This design comes from an exercise in tuning for small area and a short achievable clock period on the open sky130 flow, not from production work. For this run, only the layout was checked, not whether the RTL still works. Power figures rest on the tool's default switching activity, not on a simulated workload.

### design.v
module wfd (
    input  wire        clk,
    input  wire        rst,
    input  wire        start,
    input  wire        s_end,
    input  wire        s_valid,
    input  wire [15:0] s_data,
    input  wire [15:0] cfg_vhigh,
    input  wire [15:0] cfg_vlow,
    input  wire        cfg_reverse,
    input  wire        cfg_invert,
    input  wire        cfg_verbose,
    output wire        s_ready,
    output wire        done,
    output wire        err,
    output wire [1:0]  err_code,
    output wire [2:0]  phase,
    output wire        b_valid,
    output wire [7:0]  b_data,
    output wire        sym_valid,
    output wire        sym,
    output wire [15:0] pre_start,
    output wire [15:0] pre_size,
    output wire [15:0] pre_end,
    output wire [15:0] short_dur,
    output wire [15:0] long_dur,
    output wire [15:0] byte_count,
    output wire        diag_sat,
    output wire        start_seen,
    output wire [2:0]  bitcnt,
    output wire [15:0] run
);
    localparam [2:0] IDLE = 3'd0, PH1 = 3'd1, PH2 = 3'd2, PH3 = 3'd3,
                     DONE = 3'd4, ERR = 3'd5;
    localparam [1:0] E_NONE = 2'd0, E_CAL = 2'd1, E_INPUT = 2'd2, E_RANGE = 2'd3;
    reg [2:0]  ph_q;
    reg [1:0]  ec_q;
    reg [15:0] vhx_q, vlx_q;           
    reg        rev_q, inv_q;
    reg [15:0] pst_q, psz_q, pend_q;
    reg        cal_q;                  
    reg [12:0] q11_q;
    reg [3:0]  r11_q;
    reg [14:0] q3_q;
    reg [1:0]  r3_q;
    reg [15:0] run_q;
    reg        ss_q;
    reg [7:0]  acc_q;
    reg [2:0]  bc_q;
    reg [15:0] bcnt_q;
    reg        dsat_q;
    reg        bv_q, sv_q, sy_q;
    reg [7:0]  bd_q;
    wire [15:0] sx = {~s_data[15], s_data[14:0]};
    wire        in_ph1 = (ph_q == PH1);
    wire        in_ph2 = (ph_q == PH2);
    wire        in_ph3 = (ph_q == PH3);
    wire [16:0] hsum = {1'b0, sx} + {1'b0, ~vhx_q} + {16'd0, in_ph1};
    wire        hi = hsum[16];
    wire        lo = (sx <= vlx_q);
    function [16:0] inc16;
        input [15:0] x;
        input        cin;
        reg          c;
        integer      k;
        begin
            c = cin;
            for (k = 0; k < 16; k = k + 1) begin
                inc16[k] = x[k] ^ c;
                c = c & x[k];
            end
            inc16[16] = c;
        end
    endfunction
    function [16:0] add16;
        input [15:0] a, b;
        input        cin;
        reg          c;
        integer      k;
        begin
            c = cin;
            for (k = 0; k < 16; k = k + 1) begin
                add16[k] = a[k] ^ b[k] ^ c;
                c = (a[k] & b[k]) | (c & (a[k] ^ b[k]));
            end
            add16[16] = c;
        end
    endfunction
    wire [16:0] pst_c   = inc16(pst_q, 1'b1);
    wire [16:0] psz_c   = inc16(psz_q, 1'b1);
    wire [16:0] run_c   = inc16(run_q, 1'b1);
    wire [16:0] bcnt_c  = inc16(bcnt_q, 1'b1);
    wire [16:0] q11_c   = inc16({3'd0, q11_q}, 1'b1);
    wire [16:0] q3_c    = inc16({1'd0, q3_q}, 1'b1);
    wire        pst_max = pst_c[16];
    wire        psz_max = psz_c[16];
    wire        run_max = run_c[16];
    wire        run_nz  = |run_q;
    wire        bcnt_max = bcnt_c[16];
    wire [16:0] end_sum = add16(pst_q, psz_q, 1'b0);
    wire        cal_bad = (q11_q == 13'd0);           
    wire [16:0] run4lo  = add16({run_q[13:0], 2'b00}, run_q, 1'b0);   
    wire [2:0]  run5hi  = {1'b0, run_q[15:14]} + {2'b00, run4lo[16]};
    wire [16:0] run5r   = add16(run4lo[15:0], {14'd0, r3_q}, 1'b0);
    wire [16:0] diff    = add16(run5r[15:0], ~psz_q, 1'b1);            
    wire        is_short = ~(|run5hi) & ~run5r[16] & ~diff[16];
    wire        symbol = ~(is_short ^ rev_q);
    wire [7:0]  acc_n = {acc_q[6:0], symbol};
    wire [7:0]  acc_r = {acc_n[0], acc_n[1], acc_n[2], acc_n[3],
                         acc_n[4], acc_n[5], acc_n[6], acc_n[7]};
    reg [2:0]  ph_n;
    reg [1:0]  ec_n;
    reg [15:0] pst_n, psz_n, pend_n, run_n, bcnt_n;
    reg        cal_n;
    reg [12:0] q11_n;
    reg [3:0]  r11_n;
    reg [14:0] q3_n;
    reg [1:0]  r3_n;
    reg        ss_n, dsat_n, bv_n, sv_n, sy_n;
    reg [7:0]  acc_n_q, bd_n;
    reg [2:0]  bc_n;
    reg        do2;
    always @(*) begin
        ph_n   = ph_q;   ec_n  = ec_q;
        pst_n  = pst_q;  psz_n = psz_q; pend_n = pend_q; cal_n = cal_q;
        q11_n  = q11_q;  r11_n = r11_q; q3_n = q3_q; r3_n = r3_q;
        run_n  = run_q;  bcnt_n = bcnt_q;
        ss_n   = ss_q;   dsat_n = dsat_q;
        acc_n_q = acc_q; bd_n = bd_q; bc_n = bc_q; sy_n = sy_q;
        bv_n   = 1'b0;   sv_n = 1'b0;
        do2    = 1'b0;
        if (s_valid) begin
            if (in_ph1) begin
                if (hi) begin
                    if (pst_max) dsat_n = 1'b1;
                    else pst_n = pst_c[15:0];
                end else begin
                    ph_n = PH2;
                    do2  = 1'b1;
                end
            end
            if (in_ph2) do2 = 1'b1;
            if (do2) begin
                if (lo) begin
                    if (psz_max) begin
                        ph_n = ERR;
                        ec_n = E_RANGE;
                    end else begin
                        psz_n = psz_c[15:0];
                        if (r11_q == 4'd10) begin
                            r11_n = 4'd0;
                            q11_n = q11_c[12:0];
                        end else begin
                            r11_n = r11_q + 4'd1;
                        end
                        if (r3_q == 2'd2) begin
                            r3_n = 2'd0;
                            q3_n = q3_c[14:0];
                        end else begin
                            r3_n = r3_q + 2'd1;
                        end
                    end
                end else begin
                    cal_n  = 1'b1;
                    pend_n = end_sum[16] ? 16'hffff : end_sum[15:0];
                    if (end_sum[16]) dsat_n = 1'b1;
                    if (cal_bad) begin
                        ph_n = ERR;
                        ec_n = E_CAL;
                    end else begin
                        ph_n = PH3;
                    end
                end
            end
            if (in_ph3) begin
                if (hi) begin
                    if (!run_max) run_n = run_c[15:0];
                end else if (run_nz) begin
                    sy_n = symbol;
                    sv_n = 1'b1;
                    run_n = 16'd0;
                    if (!ss_q) begin
                        ss_n = 1'b1;
                    end else begin
                        acc_n_q = acc_n;
                        if (bc_q == 3'd7) begin
                            bd_n = inv_q ? acc_r : acc_n;
                            bv_n = 1'b1;
                            bc_n = 3'd0;
                            if (bcnt_max) dsat_n = 1'b1;
                            else bcnt_n = bcnt_c[15:0];
                        end else begin
                            bc_n = bc_q + 3'd1;
                        end
                    end
                end
            end
        end
        if (s_end) begin
            case (ph_n)
                PH1: begin
                    ph_n = ERR;
                    ec_n = (pst_n == 16'd0) ? E_INPUT : E_CAL;
                end
                PH2: begin
                    ph_n = ERR;
                    ec_n = E_CAL;
                end
                PH3: ph_n = DONE;
                default: ;
            endcase
        end
    end
    always @(posedge clk) begin
        if (rst || start) begin
            ph_q   <= rst ? IDLE : PH1;
            ec_q   <= E_NONE;
            pst_q  <= 16'd0; psz_q <= 16'd0; pend_q <= 16'd0; cal_q <= 1'b0;
            q11_q  <= 13'd0; r11_q <= 4'd0; q3_q <= 15'd0; r3_q <= 2'd0;
            run_q  <= 16'd0; bcnt_q <= 16'd0;
            ss_q   <= 1'b0; dsat_q <= 1'b0;
            acc_q  <= 8'd0; bd_q <= 8'd0; bc_q <= 3'd0; sy_q <= 1'b0;
            bv_q   <= 1'b0; sv_q <= 1'b0;
        end else begin
            ph_q   <= ph_n;   ec_q  <= ec_n;
            pst_q  <= pst_n;  psz_q <= psz_n; pend_q <= pend_n; cal_q <= cal_n;
            q11_q  <= q11_n;  r11_q <= r11_n; q3_q <= q3_n; r3_q <= r3_n;
            run_q  <= run_n;  bcnt_q <= bcnt_n;
            ss_q   <= ss_n;   dsat_q <= dsat_n;
            acc_q  <= acc_n_q; bd_q <= bd_n; bc_q <= bc_n; sy_q <= sy_n;
            bv_q   <= bv_n;   sv_q <= sv_n;
        end
        if (rst) begin
            vhx_q <= 16'h8000; vlx_q <= 16'h8000;
            rev_q <= 1'b0; inv_q <= 1'b0;
        end else if (start) begin
            vhx_q <= {~cfg_vhigh[15], cfg_vhigh[14:0]};
            vlx_q <= {~cfg_vlow[15], cfg_vlow[14:0]};
            rev_q <= cfg_reverse; inv_q <= cfg_invert;
        end
    end
    assign s_ready    = in_ph1 | in_ph2 | in_ph3;
    assign done       = (ph_q == DONE);
    assign err        = (ph_q == ERR);
    assign err_code   = ec_q;
    assign phase      = ph_q;
    assign b_valid    = bv_q;
    assign b_data     = bd_q;
    assign sym_valid  = sv_q;
    assign sym        = sy_q;
    assign pre_start  = pst_q;
    assign pre_size   = psz_q;
    assign pre_end    = pend_q;
    assign short_dur  = {3'd0, q11_q & {13{cal_q}}};
    assign long_dur   = {1'd0, q3_q & {15{cal_q}}};
    assign byte_count = bcnt_q;
    assign diag_sat   = dsat_q;
    assign start_seen = ss_q;
    assign bitcnt     = bc_q;
    assign run        = run_q;
endmodule
### flow/run.sh
#!/bin/bash
# Standard layout (the standard.sh) with these changes to how it is made:
# - plain buf_2 cells on the input and output ports, instead of the default
#   delay buffers;
# - no mapping of adders to full/half-adder cells before ABC (ADDER_MAP_FILE
#   empty), so ABC maps all of the logic;
# - timing repair that aims for more setup slack than the clock period needs
#   (flow/margin.txt, ns), so that the layout reaches a shorter period.
set -o pipefail
MARGIN=$(cat flow/margin.txt 2>/dev/null || echo 8)
EXTRA=$(cat flow/extra.txt 2>/dev/null || true)
echo 'export BUFFER_PORTS_ARGS = -buffer_cell sky130_fd_sc_hd__buf_2' >> config.mk
bash standard.sh ADDER_MAP_FILE= SETUP_SLACK_MARGIN=$MARGIN $EXTRA finish > standard.log 2>&1
### flow/margin.txt
7.5
### standard.sh
#!/bin/bash
# synth_recipe.tcl (not shown) runs the flow's synth.tcl, then flattens the netlist and writes it again
# the make line also repeats each setting of config.mk as NAME=value (left out here)
make -C /OpenROAD-flow-scripts/flow DESIGN_CONFIG=/design/flow/config.mk WORK_HOME=/design/flow/orfs CLKGATE_MAP_FILE= SYNTH_SCRIPT=/design/flow/synth_recipe.tcl "${@:-finish}"
### config.mk
export PLATFORM = sky130hd
export DESIGN_NAME = wfd
export DESIGN_NICKNAME = wfd
export VERILOG_FILES = /design/flow/design.v
export SDC_FILE = /design/flow/constraint.sdc
export NUM_CORES = 4
export LEC_CHECK = 0
export ABC_AREA = 1
export CAP_MARGIN = 20
export CORE_MARGIN = 2
export CORE_UTILIZATION = 55
export SLEW_MARGIN = 20
export BUFFER_PORTS_ARGS = -buffer_cell sky130_fd_sc_hd__buf_2
### constraint.sdc
create_clock -name core_clock -period 12.0 [get_ports {clk}]
set_input_delay 2.4000 -clock core_clock [delete_from_list [all_inputs] [get_ports {clk}]]
set_output_delay 2.4000 -clock core_clock [all_outputs]
set_load 0.01 [all_outputs]
==> run notes <==
-- power by group --
part	total [mW]	switching (mW)	internal [mW]	leakage (nW)
registers	0.605	0.00848	0.596	1.43
logic	0.118	0.0730	0.0450	4.49
clock network	0.576	0.275	0.301	0.297
total	1.30	0.357	0.942	6.23
-- metrics by stage --
step	power [mW]	instances	instance area, um2
after floorplan	0.682	1637	10400
after global placement	0.709	2015	11400
after detailed placement	0.711	2015	11400
after CTS	1.30	2079	12400
after global routing	1.34	2101	12900
final	1.30	2101	12900
-- synthesized netlist by cell type, drive strengths merged (2+ instances only) --
library cell / count / area [um2]
o21ba: 2 / 20.0
buf: 14 / 108
nor3: 48 / 265
a22o: 2 / 17.5
nor4: 15 / 93.8
o21ai: 75 / 409
nand4: 22 / 144
nand2: 464 / 1850
a31oi: 15 / 93.8
or2: 6 / 37.5
and2: 3 / 18.8
a21oi: 93 / 473
nor3b: 5 / 42.5
nor2: 221 / 887
clkinv: 3 / 16.3
nand3: 85 / 465
o221ai: 3 / 26.3
nand3b: 3 / 22.5
o21a: 2 / 15.0
inv: 280 / 1050
xnor2: 4 / 35.0
o211ai: 2 / 20.0
clkbuf: 30 / 123
xor2: 24 / 210
a211oi: 22 / 185
a221oi: 3 / 26.3
o22ai: 3 / 18.8
dfxtp: 177 / 3540
-- routing by layer --
layer	up-vias	routed length [um]	track usage (%)
li1	5597	-	-
met1	4951	12600	35.6
met2	293	13300	47.5
met3	49	1720	5.88
met4	0	711	9.26
met5	-	0	0
-- layout by cell type, fill, tap and decap left out, types with 12 or more instances in the layout --
cell type | synthesis | layout
nand4_1 | 21 | 21
a211oi_1 | 18 | 17
nor3_1 | 43 | 40
dfxtp_1 | 177 | 177
o21ai_0 | 57 | 51
nor4_1 | 15 | 12
clkbuf_16 | 0 | 17
nor2_1 | 204 | 185
nand2_2 | 36 | 49
nand3_1 | 77 | 73
xor2_1 | 24 | 22
o21ai_2 | 9 | 15
buf_4 | 5 | 45
nor2_4 | 3 | 20
a31oi_1 | 15 | 15
buf_2 | 2 | 183
nand2_1 | 425 | 407
inv_2 | 14 | 16
nor2_2 | 14 | 16
a21oi_1 | 91 | 84
inv_1 | 266 | 257
-- logic make-up (layout without fill, tap and decap cells) --
logic type                count (synthesis)  in the layout
buffers and inverters                   328            558
and+or+nand+nor                         874            874
AOI/OAI and AO/OA                       226            226
xor gates and xnor gates                 28             28
other                                     1              4
DFF                                     177            177
-- worst max-delay path by stage --
stage                          start   endpoint  depth (start not counted)
after floorplan           s_data[15]  q11_q[10]                         19
after global placement    s_data[15]    q3_q[4]                         20
after detailed placement  s_data[15]    q3_q[5]                         20
after CTS                  s_data[0]    q3_q[5]                         21
after global routing       s_data[1]   q11_q[5]                         22
final                      s_data[4]   q11_q[5]                         20
-- timing repair --
action | in CTS | in global routing
resized for setup | 55 | 81
setup buffers | 31 | 21
pin swaps | 29 | 33
cloned | 1 | 1
setup endpoints to repair | 103 | 87
-- worst min-delay path, delay by kind of cell, from the launching register on --
family	cells	cell delay (ps)
and+or+nand+nor	1	50
DFF	1	330
AOI/OAI and AO/OA	1	60
-- final cells by class --
class	count	area, um2	area share, %
Clock buffer	17	425	3.30
Clock inverter	15	191	1.48
Inverter	283	1090	8.47
Multi-Input combinational cell	1132	5930	45.9
Sequential cell	177	3540	27.4
Tap cell	234	293	2.27
Timing Repair Buffer	241	1420	11.0
Timing Repair inverter	2	13.8	0.107
-- state kept, by name, summed over array words and instances, names as in the netlist, 2 cells and up --
| signal | flops |
|---|---|
| bc_q | 3 |
| vhx_q | 16 |
| run_q | 16 |
| vlx_q | 16 |
| acc_q | 7 |
| psz_q | 16 |
| q3_q | 15 |
| bcnt_q | 16 |
| pend_q | 16 |
| r11_q | 4 |
| ph_q | 3 |
| r3_q | 2 |
| q11_q | 13 |
| ec_q | 2 |
| pst_q | 16 |
| bd_q | 8 |
==> reports/qor_table.md <==
| Parameter | This run |
|:---|:---|
| Worst Setup Slack, final | 7420 ps |
| Placer's final routability congestion estimate | 0.888 |
| Largest net degree at the start of global routing | 83 |
| Leakage | 6.23 nW |
| Critical Path Max Stage Delay | 290 ps |
| Share of cells above drive strength 1 | 25.2% |
| Worst hold path startpoint | bd_q[5] |
| Synthesis warning total | 1 |
| Async set-or-reset flop fraction in the synthesized netlist | 0% |
| Area Growth Syn to Fin | 25.5% |
| WHS Endpoint | bd_q[5] |
| Chip Height | 141 um |
| Die boundary width | 141 um |
| Power per cell area | 101 mW/mm2 |
| Register-to-Register Path Depth | 22 |
| Status | no timing/DRC/antenna violations |
| Reg-to-reg critical path endpoint | ec_q[0] |
| Buffers on Ports | 186 |
| Worst Clk Skew | 14.2 ps |
| Setup slack on the worst flop-to-flop path | 8360 ps |
| Initial core utilization | 55.5% |
| CTS Hold Bufs | 0 |
| CTS tree | built |
| Worst EP required | 12340 ps |
| Pre-CTS setup slack | 6010 ps |
| Clock transition at the registers of the reported paths | 80 ps |
| Worst reg2reg path startpoint | pst_q[0] |
| Setup CP Type | in2reg |
| Number of placed I/O pins | 192 |
| Fmax | 218 MHz |
| Count of clock tree sinks | 177 |
| HPWL after detailed placement | 19900 um |
| CTS H-tree lvls | 4 |
| Slew Limit Headroom | 36.2% |
| Count of nets left with antenna violations after detail routing | 0 |
| Number of cell rows | 50 |
| Unique masters post-synth | 56 |
| Transition at the pin with the smallest max-transition slack | 956 ps |
| Wire length per cell | 13.5 um |
| Number of remaining DRC errors | 0 |
| Unrepaired setup endpoints after global routing | yes |
| Avg Synthesized Cell Area | 6.29 um2 |
| Hold path cells | 2 |
| Reported max-cap violation count | 0 |
| Critical path cell sequence | buf_2, inv_1, or2_2, a41oi_1, o21ai_1, nand2_1, nand2_4, nand2_4, o21ai_4, nor2_4, nand4_4, buf_12, nor2_4, nand2_2, nor2_4, nand2_2, nor2_4, nand2_2, o21ai_2, a21oi_1 |
| Fraction of the core area covered by cells at the end of the flow | 69.7% |
| Ratio of routed vias to standard cells | 5.18 |
| Die area | 0.0198 mm2 |
| Number of global-route vias before repair | 10000 |
| Dominant cell type by count on the critical path | nor2_4 |
| Portion of the post-synthesis area used by sequential elements | 34.5% |
| Root buf cell | clkbuf_16 |
| Number of setup violations in the final report | 0 |
| Std-Cell Core Area | 0.0185 mm2 |
| Synth Area in Adders | 0% |
| Post-synth EDFFs | 0 |
| Wirelength, routed | 28400 um |
| Cell Area, Synth | 0.0103 mm2 |
| Synth Area in Compound Gates | 13.0% |
| CP Data Arrival Time | 4920 ps |
| Biggest fanout along the worst timing path | 5 |
| First-pass GRT wire length | 46100 um |
| Combinational family with the most area after synthesis | simple AND/OR/NAND/NOR gates |
| Max clock buf depth | 2 |
| Top Family by Delay on Critical Path | simple AND/OR/NAND/NOR gates |
| Aggregate negative setup slack | 0 ps |
| Final period demand of the worst path | 4580 ps |
| Number of antenna violations at the first check in global routing | 0 |
| Number of antenna diodes | 0 |
| Number of vias after detailed routing | 10900 |
| First-pass DRT Iterations | 4 |
| Share of synthesized cell area in and, or, nand and nor gates | 37.4% |
| Class of the tightest hold or removal check | reg2reg |
| Final nets | 1910 |
| Hold violation count in the final report | 0 |
| Number of synthesized register bits | 177 |
| Total Routing Usage GR | 28.0% |
| Worst Hold Margin | 462 ps |
| Filler instances | 1696 |
| Post-Syn Instances | 1634 |
| Worst vdd ir | 0.101 mV |
| Final count of pins violating max slew | 0 |
| Skew-Pair Late Insertion Delay | 440 ps |
| Worst setup EP type | register |
| Cell at the slowest stage of the critical path | or2_2 |
| Multiplexer fraction of the synthesized cell area | 0% |
| Xor and xnor area share after synthesis | 2.38% |
| Total CTS buffers | 17 |
| Startpoint types | input port |
| Count of buffering cells on the critical path with inverters included | 3 |
| Portion of the clock cycle consumed by the worst path in the final layout | 38.2% |
| First-iteration detailed-routing DRC count | 546 |
| Most used flip-flop cell after synthesis | dfxtp_1 |
| Global-route congestion overflow total | 0 |

==> port drivers added, routing unchanged <==
The results above use ideal ports. As a check the final layout listed here was re-extracted and re-timed, cells and wires unchanged.
Step 1, drivers: a clkbuf_16 drives clk and a buf_2 each remaining input, both assumed.
Step 2 adds t to the input delays and takes it off the output delays; t is the mean of the earliest and latest rising clock arrival at the registers after step 1. Input paths then give back, and output paths get back, about the clock's delay inside the block.
a / b / c = ideal / step 1 / step 2; a / b = the first two.
t (ns): 0.480
slack for setup (ns): 7.420 / 7.429 / 6.949
worst setup path after step 2: input to register
After both steps this run still meets setup and hold. The setup slack of this run moves by +0.009 ns with the drivers and by -0.471 ns with both steps.
